Context: an optimization exercise on an open-source flow, tuned for small area, a short achievable clock period and few clock cycles per item. The choices shown serve that exercise and are no tape-out recipe. Only simulation tests tie the RTL to the original design; equivalence was not proved. Power and IR drop assume default switching activity.

==> flow/design.v <==
module medusa_dsp (
    input  wire        clk,
    input  wire        rst,
    input  wire        bus_req,
    input  wire        bus_we,
    input  wire [11:0] bus_addr,
    input  wire [31:0] bus_wdata,
    output reg         bus_ack,
    output reg  [31:0] bus_rdata
);
    (* mem2reg *) reg signed [15:0] s_reg [0:7];
    (* mem2reg *) reg        [31:0] phase   [0:7];
    (* mem2reg *) reg        [31:0] inc     [0:7];
    (* mem2reg *) reg signed [15:0] fst     [0:3];
    (* mem2reg *) reg        [11:0] fcut    [0:3];
    (* mem2reg *) reg signed [15:0] ebuf    [0:15];
    (* mem2reg *) reg signed [15:0] rbuf    [0:15];
    reg  [4:0]  echo_dly;      
    reg  [14:0] echo_fb;       
    reg         echo_hold;
    reg  [3:0]  echo_wr;
    reg  signed [2:0] rev_shift;   
    reg  [16:0] rev_mix;       
    reg         rev_dir;
    reg  [3:0]  rev_wr;
    reg  [5:0]  rev_rd;        
    reg  [16:0] env_depth;     
    reg  [15:0] env_atk;
    reg  [15:0] env_rel;
    reg  [21:0] env_t;         
    reg  [16:0] env_val;
    reg  [4:0]  cr_bits;       
    reg  [8:0]  cr_rate;       
    reg  [7:0]  cr_cnt;
    reg  signed [15:0] cr_hold;
    reg  [31:0] pt_cur;
    reg  [31:0] pt_tgt;
    reg  [16:0] pt_glide;      
    reg  [31:0] freq;
    reg         st_ill;
    reg         st_buserr;
    wire        aligned  = (bus_addr[1:0] == 2'b00);
    wire        is_cmd   = bus_we && aligned && (bus_addr == 12'h014);
    wire [31:0] w        = bus_wdata;
    wire [5:0]  op       = w[31:26];
    wire [2:0]  rd       = w[25:23];
    wire [2:0]  ra       = w[22:20];
    wire [2:0]  rb       = w[19:17];
    wire        tbit     = w[16];
    wire [4:0]  kk       = w[12:8];
    wire [2:0]  k8       = kk[2:0];
    wire [1:0]  k4       = kk[1:0];
    reg legal;
    always @(*) begin
        case (op)
            6'h00: legal = (w == 32'h0000_0000);
            6'h01: legal = ((w & 32'hFFFF_E0FF) == 32'h0400_0000) && (kk < 5'd8);
            6'h02: legal = ((w & 32'hFC7F_E0FF) == 32'h0800_0000) && (kk < 5'd8);
            6'h03: legal = ((w & 32'hFC7F_E0FF) == 32'h0C00_0000) && (kk < 5'd8);
            6'h04: legal = ((w & 32'hFC7F_E0FF) == 32'h1000_0000) && (kk < 5'd8);
            6'h05: legal = ((w & 32'hFC7F_E0FF) == 32'h1400_0000) && (kk < 5'd8);
            6'h06: legal = ((w & 32'hFFFE_E0FF) == 32'h1800_0000) && (kk < 5'd8);
            6'h07: legal = (w == 32'h1C00_0000);
            6'h08: legal = ((w & 32'hFC0F_FFFF) == 32'h2000_0000);
            6'h09: legal = ((w & 32'hFC0F_FFFF) == 32'h2400_0000);
            6'h10: legal = ((w & 32'hFC0F_E0FF) == 32'h4000_0000) && (kk < 5'd4);
            6'h11: legal = ((w & 32'hFC01_FFFF) == 32'h4400_0000);
            6'h12: legal = ((w & 32'hFC0F_FFFF) == 32'h4800_0000);
            6'h13: legal = ((w & 32'hFC0F_FFFF) == 32'h4C00_0000);
            6'h14: legal = ((w & 32'hFC0E_FFFF) == 32'h5000_0000);
            6'h20: legal = ((w & 32'hFC7F_0000) == 32'h8000_0000);
            6'h21: legal = ((w & 32'hFC0F_FFFF) == 32'h8400_0000);
            6'h22: legal = ((w & 32'hFFFF_E0FF) == 32'h8800_0000) && (kk < 5'd4);
            default: legal = 1'b0;
        endcase
    end
    wire needs_div = is_cmd && legal && (op == 6'h06 || op == 6'h14);
    wire signed [15:0] sa = s_reg[ra];
    wire signed [15:0] sb = s_reg[rb];
    wire        [31:0] ph = phase[k8];
    wire signed [15:0] saw_v = $signed({1'b0, ph[31:17]}) - 16'sd16384;
    wire signed [15:0] sqr_v = ph[31] ? -16'sd16384 : 16'sd16383;
    wire        [13:0] tri_f = ph[29:16];
    reg  signed [15:0] tri_v;
    always @(*) begin
        case (ph[31:30])
            2'd0: tri_v = $signed({2'b00, tri_f});
            2'd1: tri_v = 16'sd16383 - $signed({2'b00, tri_f});
            2'd2: tri_v = -16'sd1 - $signed({2'b00, tri_f});
            default: tri_v = $signed({2'b00, tri_f}) - 16'sd16384;
        endcase
    end
    wire [7:0] fs_u = ph[31:24] + 8'd64;
    wire signed [15:0] fsin_v = fs_u[7] ? (16'sd16383 - $signed({1'b0, fs_u[6:0], 8'b0}))
                                        : ($signed({1'b0, fs_u[6:0], 8'b0}) - 16'sd16384);
    wire [15:0] cr_low   = (16'h0001 << (5'd16 - cr_bits)) - 16'h0001;
    wire [15:0] cr_step  = 16'h0001 << (5'd16 - cr_bits);
    wire [15:0] cr_trunc = sa & ~cr_low;
    wire signed [15:0] crush_v = (sa[15] && ((sa & cr_low) != 16'h0000)) ?
                                 $signed(cr_trunc + cr_step) : $signed(cr_trunc);
    wire        srr_cap  = (cr_cnt == 8'd0);
    wire signed [15:0] srr_v = srr_cap ? sa : cr_hold;
    wire [8:0]  srr_cnt_n = ({1'b0, cr_cnt} + 9'd1) % cr_rate;
    wire signed [15:0] lpf_s    = fst[k4];
    wire signed [16:0] lpf_diff = sa - lpf_s;
    wire signed [29:0] lpf_prod = lpf_diff * $signed({1'b0, fcut[k4]});
    wire signed [16:0] lpf_sum  = lpf_s + (lpf_prod >>> 12);
    wire signed [15:0] lpf_v    = lpf_sum[15:0];
    wire signed [31:0] ring_prod = sa * sb;
    wire signed [16:0] ring_sh   = ring_prod[31:15];
    wire signed [15:0] ring_v    = (ring_sh > 17'sd32767) ? 16'sd32767 : ring_sh[15:0];
    wire [3:0]  echo_ri  = echo_wr - echo_dly[3:0];
    wire signed [15:0] echo_wet = ebuf[echo_ri];
    wire [16:0] echo_g   = echo_hold ? 17'd32768 : {2'b00, echo_fb};
    wire signed [33:0] echo_fp  = echo_wet * $signed({1'b0, echo_g});
    wire signed [18:0] echo_f   = echo_fp >>> 15;
    wire signed [18:0] echo_fg  = ((echo_f < 19'sd50) && (echo_f > -19'sd50)) ? 19'sd0 : echo_f;
    wire signed [18:0] echo_sum = sa + echo_fg;
    wire signed [15:0] echo_in  = (echo_sum > 19'sd32767) ? 16'sd32767 :
                                  (echo_sum < -19'sd32768) ? -16'sd32768 : echo_sum[15:0];
    wire signed [15:0] rev_t   = rbuf[rev_rd[5:2]];
    wire [5:0]  rev_st  = 6'd1 << (rev_shift + 3'sd2);
    wire [5:0]  rev_rd_n = rev_dir ? (rev_rd - rev_st) : (rev_rd + rev_st);
    wire signed [34:0] rev_acc = rev_t * $signed({1'b0, rev_mix})
                               + sa * $signed({1'b0, 17'd32768 - rev_mix});
    wire signed [19:0] rev_sh  = rev_acc >>> 15;
    wire signed [15:0] rev_v   = rev_sh[15:0];
    wire signed [33:0] pt_diff = $signed({2'b00, pt_tgt}) - $signed({2'b00, pt_cur});
    wire signed [51:0] pt_prod = pt_diff * $signed({1'b0, pt_glide});
    wire signed [35:0] pt_step = pt_prod >>> 16;
    wire signed [35:0] pt_nxt  = $signed({4'b0000, pt_cur}) + pt_step;
    wire signed [35:0] pt_rem  = $signed({4'b0000, pt_tgt}) - pt_nxt;
    wire        pt_snap = (pt_rem < 36'sd65536) && (pt_rem > -36'sd65536);
    wire [31:0] pt_cur_n = pt_snap ? pt_tgt : pt_nxt[31:0];
    wire [31:0] ft_src  = tbit ? freq : pt_cur;
    wire [31:0] ft_clip = (ft_src > 32'd722534400) ? 32'd722534400 : ft_src;
    wire [50:0] atk_prod = {35'd0, env_atk} * 51'd23676007572;    
    wire [50:0] rel_prod = {35'd0, env_rel} * 51'd23676007572;
    wire [25:0] atk_raw  = atk_prod[50:30];
    wire [25:0] rel_raw  = rel_prod[50:30];
    wire [21:0] env_a_c = (atk_raw == 26'd0) ? 22'd1 : atk_raw[21:0];
    wire [21:0] env_r_c = (rel_raw == 26'd0) ? 22'd1 : rel_raw[21:0];
    reg  [21:0] env_a;         
    reg  [21:0] env_r;
    wire [22:0] env_ar  = env_a + env_r;
    wire [21:0] env_tc  = tbit ? 22'd0 : env_t;
    wire        env_in_atk = (env_tc < env_a);
    wire        env_in_rel = !env_in_atk && ({1'b0, env_tc} < env_ar);
    wire [21:0] env_tr  = env_tc - env_a;
    wire [22:0] env_tn  = {1'b0, env_tc} + 23'd1;
    wire [21:0] env_t_n = (env_tn >= env_ar) ? 22'd0 : env_tn[21:0];
    wire [45:0] env_dvd_atk = env_depth * env_tc;
    wire [45:0] env_dvd_rel = env_depth * env_tr;
    wire [45:0] div_dvd_in  = (op == 6'h06) ? {ft_clip[29:0], 16'd0} :    
                              env_in_atk     ? env_dvd_atk :
                              env_in_rel     ? env_dvd_rel : 46'd0;
    wire [21:0] div_dvs_in  = (op == 6'h06) ? 22'd22050 :
                              env_in_atk     ? env_a :
                              env_in_rel     ? env_r : 22'd1;
    reg  [22:0] div_rem;
    reg  [31:0] div_q;       
    reg  [21:0] div_dvs;
    reg  [5:0]  div_cnt;
    reg         busy;
    reg         div_load;      
    wire [23:0] div_try  = {div_rem, div_q[31]} - {2'b00, div_dvs};
    wire        div_ge   = !div_try[23];
    wire [16:0] env_g = env_in_atk ? (17'd32768 - div_q[16:0]) :
                        env_in_rel ? (17'd32768 - env_depth + div_q[16:0]) :
                                     17'd32768;
    wire signed [33:0] env_prod = sa * $signed({1'b0, env_g});
    wire signed [18:0] env_sh   = env_prod >>> 15;
    wire signed [15:0] env_v    = env_sh[15:0];
    wire signed [15:0] rd_s    = s_reg[bus_addr[4:2]];
    wire        [31:0] rd_osc  = bus_addr[2] ? inc[bus_addr[5:3]] : phase[bus_addr[5:3]];
    wire signed [15:0] rd_fst  = fst[bus_addr[3:2]];
    wire        [11:0] rd_fcut = fcut[bus_addr[3:2]];
    wire        [31:0] rd_arr  = (bus_addr[11:5] == 7'b0000_001) ? {{16{rd_s[15]}}, rd_s} :      
                                 (bus_addr[11:6] == 6'b0001_00)  ? rd_osc :                      
                                 (bus_addr[11:4] == 8'h20)       ? {{16{rd_fst[15]}}, rd_fst} :  
                                 (bus_addr[11:4] == 8'h28)       ? {20'd0, rd_fcut} :            
                                                                   32'd0;
    reg [31:0] rd_reg;
    always @(*) begin
        case (bus_addr)
            12'h000: rd_reg = {30'd0, st_buserr, st_ill};
            12'h004: rd_reg = 32'h0000_0408;
            12'h008: rd_reg = 32'd16;
            12'h00C: rd_reg = 32'd16;
            12'h010: rd_reg = 32'd22050;
            12'h040: rd_reg = {27'd0, echo_dly};
            12'h044: rd_reg = {17'd0, echo_fb};
            12'h048: rd_reg = {31'd0, echo_hold};
            12'h04C: rd_reg = {28'd0, echo_wr};
            12'h050: rd_reg = {{29{rev_shift[2]}}, rev_shift};
            12'h054: rd_reg = {15'd0, rev_mix};
            12'h058: rd_reg = {31'd0, rev_dir};
            12'h05C: rd_reg = {28'd0, rev_wr};
            12'h060: rd_reg = {26'd0, rev_rd};
            12'h070: rd_reg = {15'd0, env_depth};
            12'h074: rd_reg = {16'd0, env_atk};
            12'h078: rd_reg = {16'd0, env_rel};
            12'h07C: rd_reg = {10'd0, env_t};
            12'h080: rd_reg = {15'd0, env_val};
            12'h090: rd_reg = {27'd0, cr_bits};
            12'h094: rd_reg = {23'd0, cr_rate};
            12'h098: rd_reg = {24'd0, cr_cnt};
            12'h09C: rd_reg = {{16{cr_hold[15]}}, cr_hold};
            12'h0A0: rd_reg = pt_cur;
            12'h0A4: rd_reg = pt_tgt;
            12'h0A8: rd_reg = {15'd0, pt_glide};
            12'h0AC: rd_reg = freq;
            default: rd_reg = rd_arr;
        endcase
    end
    wire [31:0] rdata = aligned ? rd_reg : 32'd0;
    integer i;
    wire        w_hi0    = (w[31:16] == 16'd0);
    wire [4:0]  wr_dly   = (w > 32'd16) ? 5'd16 : w[4:0];
    wire [14:0] wr_fb    = (w > 32'd31129) ? 15'd31129 : w[14:0];
    wire [2:0]  wr_shift = ($signed(w) > 32'sd2) ? 3'sd2 : ($signed(w) < -32'sd2) ? -3'sd2 : w[2:0];
    wire [16:0] wr_q15   = (w > 32'd32768) ? 17'd32768 : w[16:0];
    wire [15:0] wr_ms    = w_hi0 ? w[15:0] : 16'hFFFF;
    wire [4:0]  wr_bits  = (w > 32'd16) ? 5'd16 : (w == 32'd0) ? 5'd1 : w[4:0];
    wire [8:0]  wr_rate  = (w > 32'd256) ? 9'd256 : (w == 32'd0) ? 9'd1 : w[8:0];
    wire [16:0] wr_glide = (w > 32'd65536) ? 17'd65536 : w[16:0];
    wire [11:0] wr_cut   = (w > 32'd4095) ? 12'd4095 : w[11:0];
    wire start = bus_req && !bus_ack && !busy;
    always @(posedge clk) begin
        if (rst) begin
            for (i = 0; i < 8; i = i + 1) begin
                s_reg[i] <= 16'sd0;
                phase[i] <= 32'd0;
                inc[i]   <= 32'd0;
            end
            for (i = 0; i < 4; i = i + 1) begin
                fst[i]  <= 16'sd0;
                fcut[i] <= 12'd4095;
            end
            for (i = 0; i < 16; i = i + 1) begin
                ebuf[i] <= 16'sd0;
                rbuf[i] <= 16'sd0;
            end
            echo_dly  <= 5'd0;
            echo_fb   <= 15'd0;
            echo_hold <= 1'b0;
            echo_wr   <= 4'd0;
            rev_shift <= 3'sd0;
            rev_mix   <= 17'd0;
            rev_dir   <= 1'b1;
            rev_wr    <= 4'd0;
            rev_rd    <= 6'd0;
            env_depth <= 17'd0;
            env_atk   <= 16'd10;
            env_rel   <= 16'd100;
            env_t     <= 22'd0;
            env_val   <= 17'd32768;
            cr_bits   <= 5'd16;
            cr_rate   <= 9'd1;
            cr_cnt    <= 8'd0;
            cr_hold   <= 16'sd0;
            pt_cur    <= 32'd0;
            pt_tgt    <= 32'd0;
            pt_glide  <= 17'd65536;
            freq      <= 32'd0;
            st_ill    <= 1'b0;
            st_buserr <= 1'b0;
            bus_ack   <= 1'b0;
            bus_rdata <= 32'd0;
            busy      <= 1'b0;
            div_load  <= 1'b0;
            env_a     <= 22'd1;
            env_r     <= 22'd1;
            div_rem   <= 23'd0;
            div_q     <= 32'd0;
            div_dvs   <= 22'd0;
            div_cnt   <= 6'd0;
        end else begin
            bus_ack <= 1'b0;
            if (busy && div_load) begin
                div_load <= 1'b0;
                div_cnt  <= 6'd0;
                div_rem  <= {1'b0, div_dvd_in[45:32]};
                div_q    <= div_dvd_in[31:0];
                div_dvs  <= div_dvs_in;
            end else if (busy) begin
                div_rem <= div_ge ? div_try[22:0] : {div_rem[21:0], div_q[31]};
                div_q   <= {div_q[30:0], div_ge};
                div_cnt <= div_cnt + 6'd1;
                if (div_cnt == 6'd32) begin
                    busy    <= 1'b0;
                    bus_ack <= 1'b1;
                    div_rem <= div_rem;
                    div_q   <= div_q;
                    if (op == 6'h06) begin
                        inc[k8] <= div_q;
                    end else begin
                        s_reg[rd] <= env_v;
                        env_val   <= env_g;
                        env_t     <= env_t_n;
                    end
                end
            end else if (start) begin
                bus_rdata <= 32'd0;
                if (!aligned) begin
                    st_buserr <= 1'b1;
                    bus_ack   <= 1'b1;
                end else if (!bus_we) begin
                    bus_rdata <= rdata;
                    bus_ack   <= 1'b1;
                end else if (is_cmd) begin
                    if (!legal) begin
                        st_ill  <= 1'b1;
                        bus_ack <= 1'b1;
                    end else if (needs_div) begin
                        busy     <= 1'b1;
                        div_load <= 1'b1;
                        env_a    <= env_a_c;
                        env_r    <= env_r_c;
                    end else begin
                        bus_ack <= 1'b1;
                        case (op)
                            6'h01: phase[k8] <= ph + inc[k8];
                            6'h02: s_reg[rd] <= saw_v;
                            6'h03: s_reg[rd] <= sqr_v;
                            6'h04: s_reg[rd] <= tri_v;
                            6'h05: s_reg[rd] <= fsin_v;
                            6'h07: pt_cur <= pt_cur_n;
                            6'h08: s_reg[rd] <= crush_v;
                            6'h09: begin
                                if (srr_cap) cr_hold <= sa;
                                s_reg[rd] <= srr_v;
                                cr_cnt    <= srr_cnt_n[7:0];
                            end
                            6'h10: begin
                                fst[k4]   <= lpf_v;
                                s_reg[rd] <= lpf_v;
                            end
                            6'h11: s_reg[rd] <= ring_v;
                            6'h12: begin
                                if (echo_dly == 5'd0) begin
                                    s_reg[rd] <= sa;
                                end else begin
                                    ebuf[echo_wr] <= echo_in;
                                    echo_wr   <= echo_wr + 4'd1;
                                    s_reg[rd] <= echo_wet;
                                end
                            end
                            6'h13: begin
                                rbuf[rev_wr] <= sa;
                                rev_wr    <= rev_wr + 4'd1;
                                rev_rd    <= rev_rd_n;
                                s_reg[rd] <= rev_v;
                            end
                            6'h20: s_reg[rd] <= $signed(w[15:0]);
                            6'h21: s_reg[rd] <= sa;
                            6'h22: begin
                                case (k4)
                                    2'd0: begin
                                        for (i = 0; i < 16; i = i + 1) ebuf[i] <= 16'sd0;
                                        echo_wr <= 4'd0;
                                    end
                                    2'd1: begin
                                        for (i = 0; i < 16; i = i + 1) rbuf[i] <= 16'sd0;
                                        rev_wr <= 4'd0;
                                        rev_rd <= 6'd0;
                                    end
                                    2'd2: begin
                                        env_t   <= 22'd0;
                                        env_val <= 17'd32768;
                                    end
                                    default: begin
                                        cr_cnt  <= 8'd0;
                                        cr_hold <= 16'sd0;
                                    end
                                endcase
                            end
                            default: ;    
                        endcase
                    end
                end else begin
                    bus_ack <= 1'b1;
                    case (bus_addr)
                        12'h040: echo_dly  <= wr_dly;
                        12'h044: echo_fb   <= wr_fb;
                        12'h048: echo_hold <= w[0];
                        12'h050: rev_shift <= wr_shift;
                        12'h054: rev_mix   <= wr_q15;
                        12'h058: rev_dir   <= w[0];
                        12'h070: env_depth <= wr_q15;
                        12'h074: env_atk   <= wr_ms;
                        12'h078: env_rel   <= wr_ms;
                        12'h090: cr_bits   <= wr_bits;
                        12'h094: cr_rate   <= wr_rate;
                        12'h0A0: pt_cur    <= w;
                        12'h0A4: pt_tgt    <= w;
                        12'h0A8: pt_glide  <= wr_glide;
                        12'h0AC: freq      <= w;
                        default: begin
                            if (bus_addr[11:5] == 7'b0000_001)
                                s_reg[bus_addr[4:2]] <= $signed(w[15:0]);
                            else if (bus_addr[11:6] == 6'b0001_00) begin
                                if (bus_addr[2]) inc[bus_addr[5:3]]   <= w;
                                else             phase[bus_addr[5:3]] <= w;
                            end
                            else if (bus_addr[11:4] == 8'h20)
                                fst[bus_addr[3:2]] <= $signed(w[15:0]);
                            else if (bus_addr[11:4] == 8'h28)
                                fcut[bus_addr[3:2]] <= wr_cut;
                        end
                    endcase
                end
            end
        end
    end
endmodule
==> flow/run.sh <==
#!/bin/bash
# synth_recipe.tcl (not shown) runs the flow's synth.tcl, then flattens the netlist and writes it again
# the make line also repeats each setting of config.mk as NAME=value (left out here)
make -C /OpenROAD-flow-scripts/flow DESIGN_CONFIG=/design/flow/config.mk WORK_HOME=/design/flow/orfs CLKGATE_MAP_FILE= SYNTH_SCRIPT=/design/flow/synth_recipe.tcl finish
==> flow/config.mk <==
export PLATFORM = sky130hd
export DESIGN_NAME = medusa_dsp
export DESIGN_NICKNAME = medusa_dsp
export VERILOG_FILES = /design/flow/design.v
export SDC_FILE = /design/flow/constraint.sdc
export NUM_CORES = 8
export LEC_CHECK = 0
export CAP_MARGIN = 20
export CORE_MARGIN = 2
export CORE_UTILIZATION = 40
export SLEW_MARGIN = 20
==> flow/constraint.sdc <==
create_clock -name core_clock -period 15.0 [get_ports {clk}]
set_input_delay 3.0000 -clock core_clock [delete_from_list [all_inputs] [get_ports {clk}]]
set_output_delay 3.0000 -clock core_clock [all_outputs]
set_load 0.01 [all_outputs]
==> run notes <==
## worst min-delay path, delay by kind of cell (launching register included)
kind | cells | cell delay (ns)
flip-flops | 1 | 0.31
AO/OA/AOI/OAI | 1 | 0.05
AND/OR/NAND/NOR | 1 | 0.05
## worst max path at each step
stage	startpoint	endpoint	slack, ns	depth (start not counted)
2_1_floorplan	bus_wdata[9]	s_reg[0][15]	0.005	57
3_3_place_gp	bus_wdata[21]	s_reg[0][9]	-0.06	46
3_5_place_dp	pt_tgt[0]	pt_cur[29]	-0.14	62
4_1_cts	pt_tgt[0]	pt_cur[29]	0.006	65
5_1_grt	pt_cur[1]	pt_cur[29]	-0.05	67
6_report	pt_cur[1]	pt_cur[29]	0.57	68
## logic make-up after synthesis
| family | after synthesis |
|---|---|
| simple gates | 7959 |
| fa+ha+maj | 4415 |
| flops | 1720 |
| compound gates | 5340 |
| buf+inv | 4956 |
| mux | 531 |
| xor+xnor | 576 |
## per-layer routing
layer  track usage, %  vias to the layer above
met5                0                        -
met4            17.58                       58
met3            8.288                     2411
met2            46.92                    10660
met1            41.27                    94370
li1                 -                    83280
## stage by stage
step / instance area, sq um / hold WS, ns / util, % / setup slack [ns]
finish: 228000 / 0.4514 / 43.75 / 0.5733
global route: 227900 / 0.4725 / 43.73 / -0.05074
CTS: 227300 / 0.4509 / 43.62 / 0.006471
detailed placement: 220600 / 0.4430 / 42.32 / -0.1425
global placement: 220500 / 0.4386 / 42.31 / -0.05683
floorplan: 209500 / 0.4292 / - / 0.005460
## power groups by stage
| stage | clock, mW | sequential (mW) | combinational [mW] |
|---|---|---|---|
| 2_1_floorplan | 0 | 4.67 | 8.97 |
| 3_3_place_gp | 0 | 4.67 | 14.8 |
| 3_5_place_dp | 0 | 4.67 | 14.9 |
| 4_1_cts | 5.22 | 4.57 | 15.0 |
| 5_1_grt | 5.37 | 4.57 | 16.5 |
| 6_report | 5.20 | 4.57 | 15.3 |
## cell usage in the layout, fill, tap and decap left out, types with 90 or more instances in the layout
master and n:
o22ai_1 124, ha_1 1695, nand2_1 3177, clkbuf_16 199, a221oi_1 191, nand4_1 110, mux2i_1 291, and3_1 90
nor2b_1 160, xnor2_1 379, nand2b_1 153, and2_1 535, nand3_1 328, a22oi_1 291, dfxtp_1 1696, o211ai_1 141
fa_1 2716, mux2_2 104, inv_1 3359, nor2_1 2667, a21oi_1 1597, mux4_2 131, a21o_1 239, xor2_1 184
o21a_1 125, a211oi_1 580, buf_4 834, a31oi_1 186, o21ai_0 1035, nor3_1 309
## Yosys cell counts, types with 291 or more instances
cell / number
nor3_1: 327
o21ai_0: 1056
a21oi_1: 1620
nor2_1: 2710
nand2_1: 3185
a211oi_1: 582
ha_1: 1698
and2_1: 535
dfxtp_1: 1720
clkbuf_1: 1384
mux2i_1: 296
fa_1: 2717
a22oi_1: 291
xnor2_1: 386
nand3_1: 329
inv_1: 3377
## final cells by class
type                       instances  area (sq um)  share of cell area [%]
multi-input combinational      18820        157800                   69.22
timing repair buffer             942          7506                   3.292
sequential                      1720         34470                   15.11
clock buffer                     271          5690                   2.495
tap                             6942          8686                   3.809
inverter                        3389         12730                   5.582
clock inverter                    81         999.7                  0.4384
antenna                           45         112.6                 0.04938
## repair_timing
action	CTS	global route
gates cloned	0	1
setup buffers	3	25
pin swaps	0	26
gates resized for setup	3	73
endpoints found under the setup margin	35	280
hold endpoints to repair	0	0
==> run notes <==
Leakage 97.89 nW; drt initial violations 23870; Seq/Total Area, Yosys 16.44%; CTS Buffer Depth 4; height of the chip 727.7 microns; Critical Path Start Type register; Hold Crit Start env_val[14]; vias per cell 5.923; Total GRT Usage 31.43%; Synth cell types 110; Power, Total 25.04 mW; TNS Setup 0 ns; initial antenna violation count 67; total power per unit cell area 109.8 nW/um^2; Final Non-Filler Cells 32210; Site Rows 265; crit path DAT 15.25 ns; post-synthesis xor/xnor area fraction 2.412%; Syn-to-layout area delta 8.846%; Rel. slew slack 10.30%; Seq pwr share 18.2%; Crit Path Class reg -> reg; number of CTS-inserted buffers 199; Post-Synthesis Net Count 29960; Final period util 96.18%; worst skew pair latency 0.96 ns; Hold Path Depth 2; Post-synth EDFFs 0; setup slack, reg-to-reg 0.57 ns; H-Tree Depth 4; worst path bufs/invs 7; # setup viols final 0; Synth Register Bits 1720; fin. max-slew vios 0; maximum net fanout on the critical path 9; max-cap violations 0; worst reg-to-reg path cell count 68; Final Critical Period 14.43 ns; Clock transition at path regs 0.07 ns; fmax 0.06932 GHz; Synth Area in Compound Gates 16.27%; mux share of post-synthesis cell area 3.382%; placed instance count 31780; met1 wire length 333.2 mm; DR WL/cell 26.41 microns; CP delay by family, top compound AO/OA/AOI/OAI gates; drt first pass iters 9; P_sw 11.40 mW; Peak VDD IR 1301 uV; Min-Delay Path Class reg -> reg; Post-CTS Hold Fix Bufs 0; worst path required time 15.82 ns; Synth Cell Area 209500 sq um; fill count 51750; total clock sinks 1720; largest net degree at the start of global routing 255; routability congestion estimate 1.036; post-DP HPWL 634.9 mm; Post-synth ARST share 0%; Mapped Cells 25500; RR Startpoint pt_cur[1]; Synth area leader fa_1; core area 521200 sq um; Clock power frac 20.7%; Die X 727.7 microns; Initial Util 40.19%; Top Ports 81; die area 529600 sq um; met3 wire length 100.5 mm; Worst-Margin Slew 1.341 ns; clock tree root buffer cell clkbuf_16; syn avg cell area 8.217 sq um; Clock Skews 0.1348 ns; Area contributors post-synth fa_1, dfxtp_1, ha_1, inv_1, nand2_1; Switching Fraction 45.53%; CTS tree done; Combinational Power Share 61.0%; most used flip-flop cell after synthesis dfxtp_1; layout cells sized above 1 7.469%; Hold Fails Final Rpt 0; internal power 13.64 mW; vias in the first global route 185700; Port Buffers 80; Slowest cell on crit path fa_1; routed vias 190800; Max Used Layer met5; drt drc 0; Synth Area in Simple Gates 16.49%; Detailed Route WL 850.6 mm; DRT antenna net count 0; Critical R2R Capture pt_cur[29]; first-pass GRT wire length 1250 mm; status finished clean; area share of the largest cell type after synthesis 25.96%; Final nets 29540; met2 WL 357.1 mm; Post-Synth Adder-Cell Area 36.10%; Crit. End Element register; global route overflow 0; Syn. warnings 1; Hold EP env_val[14]; largest family of logic cells by synthesized area adder cells; crit-path max cell delay 0.56 ns
Testbench counts, summed over its fixed seeds: cycles 276,960, accesses 56,468.

port drivers added, routing unchanged:
How much do the figures lean on ideal ports? The routed layout below was timed once more, with nothing changed but the port constraints. Step 1 assumes that a clkbuf_16 drives the clock port and a buf_2 every other input. Step 2, shift: input delay + t, output delay - t, t = (earliest + latest rising clock arrival at the registers) / 2. This alone moves slack from input paths to output paths. a / b / c = ideal ports / drivers / drivers and shift; a / b = the first two.
t, ns: 1.020
setup WS [ns]: 0.573 / 0.573 / -0.005
worst hold slack (ns): 0.451 / 0.451 / 0.451
pins driven straight from the clock port: 1
Met with ideal ports but missed after step 2: setup timing in this run. For this run, drivers alone change the setup slack by 0.000 ns; drivers and shift together by -0.578 ns.
